Source: an optimization exercise on an open RTL-to-GDS flow (aim: small area, a short achievable clock period and few clock cycles per item). Production flows keep margins and buffers that such runs may drop.
In this exercise RTL edits were held to simulation tests only and were not proved equivalent to the original.
Power figures rest on the tool's default switching activity, not on a simulated workload.

raven:
// vesc_cmd_encoder
module vesc_cmd_encoder (
    input  wire        clk,
    input  wire        rst,          
    input  wire        in_valid,
    output wire        in_ready,
    input  wire [2:0]  in_cmd,       
    input  wire [63:0] in_arg,       
    output reg         out_valid,
    input  wire        out_ready,
    output reg  [1:0]  out_status,   
    output reg  [3:0]  out_len,      
    output reg  [79:0] out_frame     
);
==> flow/config.mk <==
export PLATFORM = sky130hd
export DESIGN_NAME = vesc_cmd_encoder
export DESIGN_NICKNAME = vesc_cmd_encoder
export VERILOG_FILES = /design/flow/design.v
export SDC_FILE = /design/flow/constraint.sdc
export NUM_CORES = 4
export LEC_CHECK = 0
export CAP_MARGIN = 20
export CORE_MARGIN = 2
export CORE_UTILIZATION = 40
export SETUP_SLACK_MARGIN = 2
export SLEW_MARGIN = 20
==> flow/constraint.sdc <==
create_clock -name core_clock -period 36.0 [get_ports {clk}]
set_input_delay 7.2000 -clock core_clock [delete_from_list [all_inputs] [get_ports {clk}]]
set_output_delay 7.2000 -clock core_clock [all_outputs]
set_load 0.01 [all_outputs]
standard.sh (not shown) runs the stock make flow with config.mk's settings and CLKGATE_MAP_FILE= SYNTH_SCRIPT=/design/flow/synth_recipe.tcl, a recipe that flattens the netlist after the stock synthesis.
==> flow/flow/run.sh <==
#!/bin/bash
set -euo pipefail
bash standard.sh finish 'BUFFER_PORTS_ARGS=-buffer_cell sky130_fd_sc_hd__buf_2' \
    SETUP_SLACK_MARGIN=27.9 TNS_END_PERCENT=100 CORE_UTILIZATION=55 \
    > standard_finish.log 2>&1
raven completed; timing, DRC and antenna clean
Testbench counts of raven, summed over its fixed seeds: cycles 8,024, items 8,000.
--- input diff raven..ember ---
Settings: SETUP_SLACK_MARGIN: 2 -> 5; CORE_UTILIZATION: 40 -> 55.
==> flow/run.sh (new file) <==
#!/bin/bash
# synth_recipe.tcl (not shown) runs the flow's synth.tcl, then flattens the netlist and writes it again
# the make line also repeats each setting of config.mk as NAME=value (left out here)
make -C /OpenROAD-flow-scripts/flow DESIGN_CONFIG=/design/flow/config.mk WORK_HOME=/design/flow/orfs CLKGATE_MAP_FILE= SYNTH_SCRIPT=/design/flow/synth_recipe.tcl finish
removed: flow/flow/run.sh
removed: flow/standard.sh
- Comparing buffers plus inverters on the worst setup path for raven and ember, the smaller number came from raven.
- [compare] base=raven new=ember: multi-input combinational cell area went down by about 0.5%, worst setup slack went down by 0.64 ns, routed wire length went down by about 0.9%, sequential share of layout area went down by 0.49 points, met2 routing resource usage after global routing went down by 0.16 points.
- Summary of ember over raven: design area shows an increase of about 2%, fraction of area in multi-input gates moved down, total power consumption of the routed design went up, met1 capacity usage during global routing shows a reduction of 1.3 points.
Edits applied to the flow inputs when going from ember to garnet:
Settings: changing SETUP_SLACK_MARGIN from 5 to 2; changing CORE_UTILIZATION from 55 to 40.
==> flow/flow/run.sh (new file) <==
#!/bin/bash
set -euo pipefail
bash standard.sh finish 'BUFFER_PORTS_ARGS=-buffer_cell sky130_fd_sc_hd__buf_2' \
    SETUP_SLACK_MARGIN=27.6 TNS_END_PERCENT=100 CORE_UTILIZATION=55 PLACE_DENSITY=0.8 \
    > standard_finish.log 2>&1
==> flow/standard.sh (new file) <==
#!/bin/bash
# synth_recipe.tcl (not shown) runs the flow's synth.tcl, then flattens the netlist and writes it again
# the make line also repeats each setting of config.mk as NAME=value (left out here)
make -C /OpenROAD-flow-scripts/flow DESIGN_CONFIG=/design/flow/config.mk WORK_HOME=/design/flow/orfs CLKGATE_MAP_FILE= SYNTH_SCRIPT=/design/flow/synth_recipe.tcl "${@:-finish}"
removed: flow/run.sh
- garnet has area growth from synthesis to layout below what ember had.
- Diff ember..garnet | final-report max-slew violation count | unchanged
- garnet ends up with a fill cell total of the finished layout that is 1.6% lower than in ember.
- ember vs garnet, worst setup path startpoint: a0[10] vs out_frame[33]
- Non-filler instance count after layout delta (ember -> garnet): insignificant
- The final reports for garnet and ember show met3 track utilization from global routing higher in the former.

---

## JK
vesc_cmd_encoder, a different RTL version from the one above (not shown whole).
Size: about 2600 cells after synthesis, roughly 220 flip-flops, ~0.025 mm^2 of cells after synthesis.
==> flow/config.mk <==
export PLATFORM = sky130hd
export DESIGN_NAME = vesc_cmd_encoder
export DESIGN_NICKNAME = vesc_cmd_encoder
export VERILOG_FILES = /design/flow/design.v
export SDC_FILE = /design/flow/constraint.sdc
export NUM_CORES = 4
export LEC_CHECK = 0
export CAP_MARGIN = 20
export CORE_MARGIN = 2
export CORE_UTILIZATION = 40
export SETUP_SLACK_MARGIN = 2
export SLEW_MARGIN = 20
==> flow/constraint.sdc <==
create_clock -name core_clock -period 36.0 [get_ports {clk}]
set_input_delay 7.2000 -clock core_clock [delete_from_list [all_inputs] [get_ports {clk}]]
set_output_delay 7.2000 -clock core_clock [all_outputs]
set_load 0.01 [all_outputs]
==> flow/flow/run.sh <==
#!/bin/bash
set -euo pipefail
bash standard.sh finish 'BUFFER_PORTS_ARGS=-buffer_cell sky130_fd_sc_hd__buf_2' SETUP_SLACK_MARGIN=27.6 TNS_END_PERCENT=100 > standard_finish.log 2>&1
Testbench counts of JK, summed over its fixed seeds: cycles 8,024, items 8,000.
Changes in MS relative to JK:
==> flow/flow/run.sh <==
#!/bin/bash
set -euo pipefail
bash standard.sh finish 'BUFFER_PORTS_ARGS=-buffer_cell sky130_fd_sc_hd__buf_2' \
    SETUP_SLACK_MARGIN=27.6 TNS_END_PERCENT=100 \
    CTS_BUF_LIST=sky130_fd_sc_hd__clkbuf_8 \
    > standard_finish.log 2>&1
## What came out
- Looking at fraction of area in clock buffers and inverters, MS sits 0.29 points above JK.
- Reported for MS and JK, number of buffers and inverters on the critical path turned out identical to the last digit.
- Final cell area: MS above JK
- Looking at MS and JK, the clock edge transition at the registers on the reported setup and hold paths is a wash.
The inputs of AL differ from those of MS as listed below.
==> flow/flow/run.sh <==
#!/bin/bash
set -euo pipefail
bash standard.sh finish 'BUFFER_PORTS_ARGS=-buffer_cell sky130_fd_sc_hd__buf_2' \
    SETUP_SLACK_MARGIN=27.6 TNS_END_PERCENT=100 CORE_UTILIZATION=70 \
    > standard_finish.log 2>&1
==> comparison <==
- The lower part of the power in combinational logic came out of MS.
- Global-route usage sits higher in AL than in MS.
- Of the two values seen for capturing element of the worst setup path, out_frame[22] was produced by AL and out_frame[14] by MS.
- Worst setup slack on AL is ahead of MS.
- When the final numbers for AL and MS were put side by side, the count of TritonRoute iterations in the first routing pass turned out to be greater in AL.
- Looking only at met2 usage in global routing, and setting everything else aside, the higher value of AL and MS goes to AL.
- When AL is set beside MS, its number of antenna violations at the first check in global routing turns out to be 3 larger.
- Row arrival time reported for the critical path endpoint: AL lower / MS higher
- Diff AL and MS: maximum frequency lower in MS
- Hold slack: AL higher than MS
- For AL, the startpoint of the worst setup timing path was out_frame[22], unlike MS, where it was out_frame[14].
Changes in TR relative to AL:
==> flow/flow/run.sh <==
#!/bin/bash
set -euo pipefail
bash standard.sh finish 'BUFFER_PORTS_ARGS=-buffer_cell sky130_fd_sc_hd__buf_2' SETUP_SLACK_MARGIN=28.2 TNS_END_PERCENT=100 > standard_finish.log 2>&1
==> comparison <==
The final layout from TR, which completed every stage, passed the timing, DRC and antenna checks at the end of the flow. The flow did not stop early for AL: all stages ran, and the layout cleared the timing, DRC and antenna checks. Detailed placer's ending HPWL up 7.4% in TR wrt AL. In TR, the TritonCTS buffer count came out 2 above the value in AL. TR vs. AL: hold slack now smaller; count of instances resized after the clock tree is built moved up; internal cell power shows an increase of 1.0%; clock power share grew by 1.2 points.

---

The RTL this note starts from:
==> flow/design.v <==
module vesc_cmd_encoder (
    input  wire        clk,
    input  wire        rst,          
    input  wire        in_valid,
    output wire        in_ready,
    input  wire [2:0]  in_cmd,       
    input  wire [63:0] in_arg,       
    output reg         out_valid,
    input  wire        out_ready,
    output reg  [1:0]  out_status,   
    output reg  [3:0]  out_len,      
    output reg  [79:0] out_frame     
);
    reg v0, v1, xv;
    reg rdy;                               
    wire adv = ~xv;                        
    wire ld  = ~out_valid | out_ready;     
    assign in_ready = rdy;
    reg [2:0]  c0;
    reg [63:0] a0;
    reg        kA, kB, kC, kD, sv0;
    always @(posedge clk) begin
        if (adv) begin
            c0  <= in_cmd;
            a0  <= in_arg;
            kA  <= (in_cmd == 3'd0) | (in_cmd == 3'd1) | (in_cmd == 3'd5);    
            kB  <= (in_cmd == 3'd3) | (in_cmd == 3'd4) | (in_cmd == 3'd7);    
            kC  <= (in_cmd == 3'd2);                                          
            kD  <= (in_cmd == 3'd6);                                          
            sv0 <= (in_cmd == 3'd7);
        end
    end
    wire has_arg0 = c0[2] | c0[1];
    wire        s0      = a0[63];
    wire [10:0] e0      = a0[62:52];
    wire [51:0] f0      = a0[51:0];
    wire        enz0    = |e0;
    wire [52:0] m0      = {enz0, f0};
    wire [10:0] eeff0   = {e0[10:1], e0[0] | ~enz0};
    wire        nonfin0 = &e0;
    wire        fnz0    = |f0;
    wire        gt_one0 = e0[10] | ((e0 == 11'h3FF) & fnz0);
    wire        dom0    = kC ? gt_one0 :
                          sv0 ? (gt_one0 | (s0 & (enz0 | fnz0))) : 1'b0;
    wire [12:0] sh0    = (kA ? 13'd1055 : kB ? 13'd1045 : kC ? 13'd1038 : 13'd1035) - {2'b0, eeff0};
    wire        shneg0 = sh0[12];
    wire        zero0  = ~has_arg0 | (~sh0[12] & (sh0[11:0] > 12'd34));
    wire [69:0] mw = {17'd0, m0};
    wire [69:0] t1 = mw << 14;
    wire [69:0] t2 = ~((kB ? (mw << 9) : 70'd0) | (kC ? (mw << 12) : 70'd0) |
                       (kD ? (mw << 10) : 70'd0)) & {70{~kA}};
    wire [69:0] t3 = (kB ? (mw << 7) : 70'd0) | ((kC | kD) ? (mw << 8) : 70'd0);
    wire [69:0] t4 = kC ? ~(mw << 6) : kD ? (mw << 3) : 70'd0;
    wire [69:0] t5 = (kC ? (mw << 4) : 70'd0) | (kD ? mw : 70'd0);
    wire [69:0] t6 = kC ? (mw << 2) : 70'd0;
    wire [69:0] ww  = t1 + t2 + t3 + t4 + t5 + t6 + {57'd0, 1'b1, 10'd0, kC, ~kA};
    wire [34:0] r0  = ww[67:33];               
    wire        ci0 = ww[66] & (&ww[32:12]);   
    reg [34:0] r1;
    reg [2:0]  c1;
    reg        s1, zero1, nonfin1, rng1, ci1;
    reg [5:0]  sh1;
    always @(posedge clk) begin
        if (adv) begin
            r1 <= r0; ci1 <= ci0; c1 <= c0; s1 <= s0; sh1 <= sh0[5:0];
            zero1 <= zero0; nonfin1 <= nonfin0 & has_arg0; rng1 <= has_arg0 & (dom0 | shneg0);
        end
    end
    wire [34:0] g     = zero1 ? 35'd0 : (r1 >> sh1);
    reg  [34:0] pa;                            
    integer k;
    always @(*) begin
        pa[0] = r1[0];
        for (k = 1; k < 35; k = k + 1)
            pa[k] = pa[k - 1] & r1[k];
    end
    wire        low1  = (sh1 == 6'd0) | pa[sh1 - 6'd1];
    wire        c2    = ci1 & low1 & ~zero1;
    wire [33:0] phi   = g[34:1];
    wire [32:0] q33   = ({1'b0, phi[31:0]} ^ {33{s1}}) + {32'd0, (g[0] | c2) ^ s1};
    wire [31:0] q1    = q33[31:0];
    wire        werr1 = (|phi[33:32]) | (q33[32] ^ q33[31]);
    wire [1:0]  st1   = nonfin1 ? 2'd1 : (rng1 | werr1) ? 2'd2 : 2'd0;
    reg [31:0] qx;
    reg [1:0]  stx;
    reg [2:0]  cx;
    always @(posedge clk) begin
        if (adv) begin
            qx <= q1; stx <= st1; cx <= c1;
        end
    end
    wire [31:0] q      = xv ? qx : q1;
    wire [1:0]  status = xv ? stx : st1;
    wire [2:0]  c3     = xv ? cx : c1;
    wire        ok     = (status == 2'd0);
    wire        has_arg3 = c3[2] | c3[1];
    wire        w2_3     = (c3 == 3'd7);
    wire        w4_3     = has_arg3 & ~w2_3;
    reg  [7:0]  cmd_id3;
    always @(*) begin
        case (c3)
            3'd0: cmd_id3 = 8'h00;
            3'd1: cmd_id3 = 8'h04;
            3'd2: cmd_id3 = 8'h05;
            3'd3: cmd_id3 = 8'h06;
            3'd4: cmd_id3 = 8'h07;
            3'd5: cmd_id3 = 8'h08;
            3'd6: cmd_id3 = 8'h09;
            default: cmd_id3 = 8'h0C;
        endcase
    end
    function [15:0] crc16_byte(input [15:0] crc_in, input [7:0] data);
        integer b;
        reg [15:0] cc;
        begin
            cc = crc_in ^ {data, 8'h00};
            for (b = 0; b < 8; b = b + 1)
                cc = cc[15] ? ((cc << 1) ^ 16'h1021) : (cc << 1);
            crc16_byte = cc;
        end
    endfunction
    function [15:0] crc_q(input [31:0] qq);
        crc_q = crc16_byte(crc16_byte(crc16_byte(crc16_byte(16'h0, qq[31:24]), qq[23:16]),
                                      qq[15:8]), qq[7:0]);
    endfunction
    reg [15:0] crc_c;
    always @(*) begin
        case (c3)
            3'd0:    crc_c = crc16_byte(16'h0, 8'h00);
            3'd1:    crc_c = crc16_byte(16'h0, 8'h04);
            3'd7:    crc_c = crc16_byte(crc16_byte(crc16_byte(16'h0, 8'h0C), 8'h00), 8'h00);
            default: crc_c = crc16_byte(crc16_byte(crc16_byte(crc16_byte(crc16_byte(16'h0,
                                 cmd_id3), 8'h00), 8'h00), 8'h00), 8'h00);
        endcase
    end
    wire [15:0] crc = crc_c ^ crc_q(q);
    reg [79:0] frame;
    reg [3:0]  flen;
    always @(*) begin
        frame = 80'd0;
        flen  = 4'd0;
        if (ok) begin
            if (w4_3) begin
                flen  = 4'd10;
                frame = {8'h02, 8'h05, cmd_id3, q, crc, 8'h03};
            end else if (w2_3) begin
                flen  = 4'd8;
                frame = {8'h02, 8'h03, 8'h0C, q[15:0], crc, 8'h03, 16'd0};
            end else begin
                flen  = 4'd6;
                frame = {8'h02, 8'h01, cmd_id3, crc, 8'h03, 32'd0};
            end
        end
    end
    wire src_v = xv | (v1 & adv);
    wire xv_n  = ~rst & ~ld & (xv | v1);
    always @(posedge clk) begin
        if (rst) begin
            v0 <= 1'b0; v1 <= 1'b0; out_valid <= 1'b0;
        end else begin
            if (adv) begin
                v0 <= in_valid;
                v1 <= v0;
            end
            out_valid <= ld ? src_v : 1'b1;
        end
        xv  <= xv_n;
        rdy <= ~xv_n;
    end
    always @(posedge clk) begin
        if (ld) begin
            out_status <= status;
            out_len    <= flen;
            out_frame  <= frame;
        end
    end
endmodule
==> flow/config.mk <==
export PLATFORM = sky130hd
export DESIGN_NAME = vesc_cmd_encoder
export DESIGN_NICKNAME = vesc_cmd_encoder
export VERILOG_FILES = /design/flow/design.v
export SDC_FILE = /design/flow/constraint.sdc
export NUM_CORES = 4
export LEC_CHECK = 0
export CAP_MARGIN = 20
export CORE_MARGIN = 2
export CORE_UTILIZATION = 40
export SETUP_SLACK_MARGIN = 2
export SLEW_MARGIN = 20
==> flow/constraint.sdc <==
create_clock -name core_clock -period 36.0 [get_ports {clk}]
set_input_delay 7.2000 -clock core_clock [delete_from_list [all_inputs] [get_ports {clk}]]
set_output_delay 7.2000 -clock core_clock [all_outputs]
set_load 0.01 [all_outputs]
==> flow/flow/run.sh <==
#!/bin/bash
set -euo pipefail
bash standard.sh finish 'BUFFER_PORTS_ARGS=-buffer_cell sky130_fd_sc_hd__buf_2' \
    SETUP_SLACK_MARGIN=27.6 TNS_END_PERCENT=100 CORE_UTILIZATION=55 \
    > standard_finish.log 2>&1
The baseline passed the timing, DRC and antenna checks.
Testbench counts at the start, summed over its fixed seeds: cycles 8,024, items 8,000.
Then changed:
--- a/flow/flow/run.sh
+++ b/flow/flow/run.sh
@@ -4 +4,2 @@
-    SETUP_SLACK_MARGIN=27.6 TNS_END_PERCENT=100 CORE_UTILIZATION=55 \
+    SETUP_SLACK_MARGIN=27.6 TNS_END_PERCENT=100 \
+    "CTS_BUF_LIST=sky130_fd_sc_hd__clkbuf_4 sky130_fd_sc_hd__clkbuf_8" \
Effect:
- maximum frequency fell slightly
- critical path depth is unchanged
- clock power rose by a quarter to a third
- via count rose by a few percent
- setup slack is worse by 0.10 ns
- sequential share of layout area fell by 0.45 points
- count of clock-buffer cells in the layout rose by 15
- power rose by a few percent
Then changed:
==> flow/flow/run.sh (replaced) <==
#!/bin/bash
set -euo pipefail
bash standard.sh finish 'BUFFER_PORTS_ARGS=-buffer_cell sky130_fd_sc_hd__buf_2' \
    SETUP_SLACK_MARGIN=27.6 TNS_END_PERCENT=100 CORE_UTILIZATION=80 \
    > standard_finish.log 2>&1
Effect:
- register-to-register slack degrades by 0.29 ns
- first-iteration DRC count came out higher by well over a third
- clock-buffer cell count fell by 19
- wire length came out higher by a few percent
- combinational power goes up by a little under a tenth
- die area came out lower by well over a third
- via count increases by roughly a tenth
- cell area shrinks by a few percent
- sequential power hardly moves

-- static timing again, ports no longer ideal --
The results above use ideal ports. As a check the final layouts listed here were re-extracted and re-timed, cells and wires unchanged. Step 1 (the two cells are an assumption about what drives the block):
set clk [get_ports {clk}]
set_driving_cell -lib_cell sky130_fd_sc_hd__clkbuf_16 $clk
set_driving_cell -lib_cell sky130_fd_sc_hd__buf_2 [delete_from_list [all_inputs] $clk]
Step 2, shift: input delay + t, output delay - t, t = (earliest + latest rising clock arrival at the registers) / 2. This alone moves slack from input paths to output paths. Three values: no drivers, after step 1, after step 2; two values: the first two.
run | t, ns | setup WS [ns] | worst data-port slew with drivers (ns)
raven | 0.603 | 27.677 / 27.615 / 27.552 | 0.09
ember | 0.605 | 27.032 / 27.032 / 27.032 | 0.09
garnet | 0.625 | 27.669 / 27.611 / 27.540 | 0.06
JK | 0.649 | 27.625 / 27.552 / 27.468 | 0.09
MS | 0.669 | 27.564 / 27.501 / 27.466 | 0.08
AL | 0.595 | 27.653 / 27.600 / 27.485 | 0.10
TR | 0.639 | 27.640 / 27.573 / 27.682 | 0.08
the first run of note 3 | 0.600 | 27.667 / 27.609 / 27.521 | 0.09
the second run of note 3 | 0.667 | 27.565 / 27.501 / 27.471 | 0.08
the third run of note 3 | 0.601 | 27.650 / 27.597 / 27.446 | 0.08
After both steps every run listed still meets setup and hold. The setup slack of the third run of note 3, which loses most, moves by -0.053 ns with the drivers and by -0.204 ns with both steps.
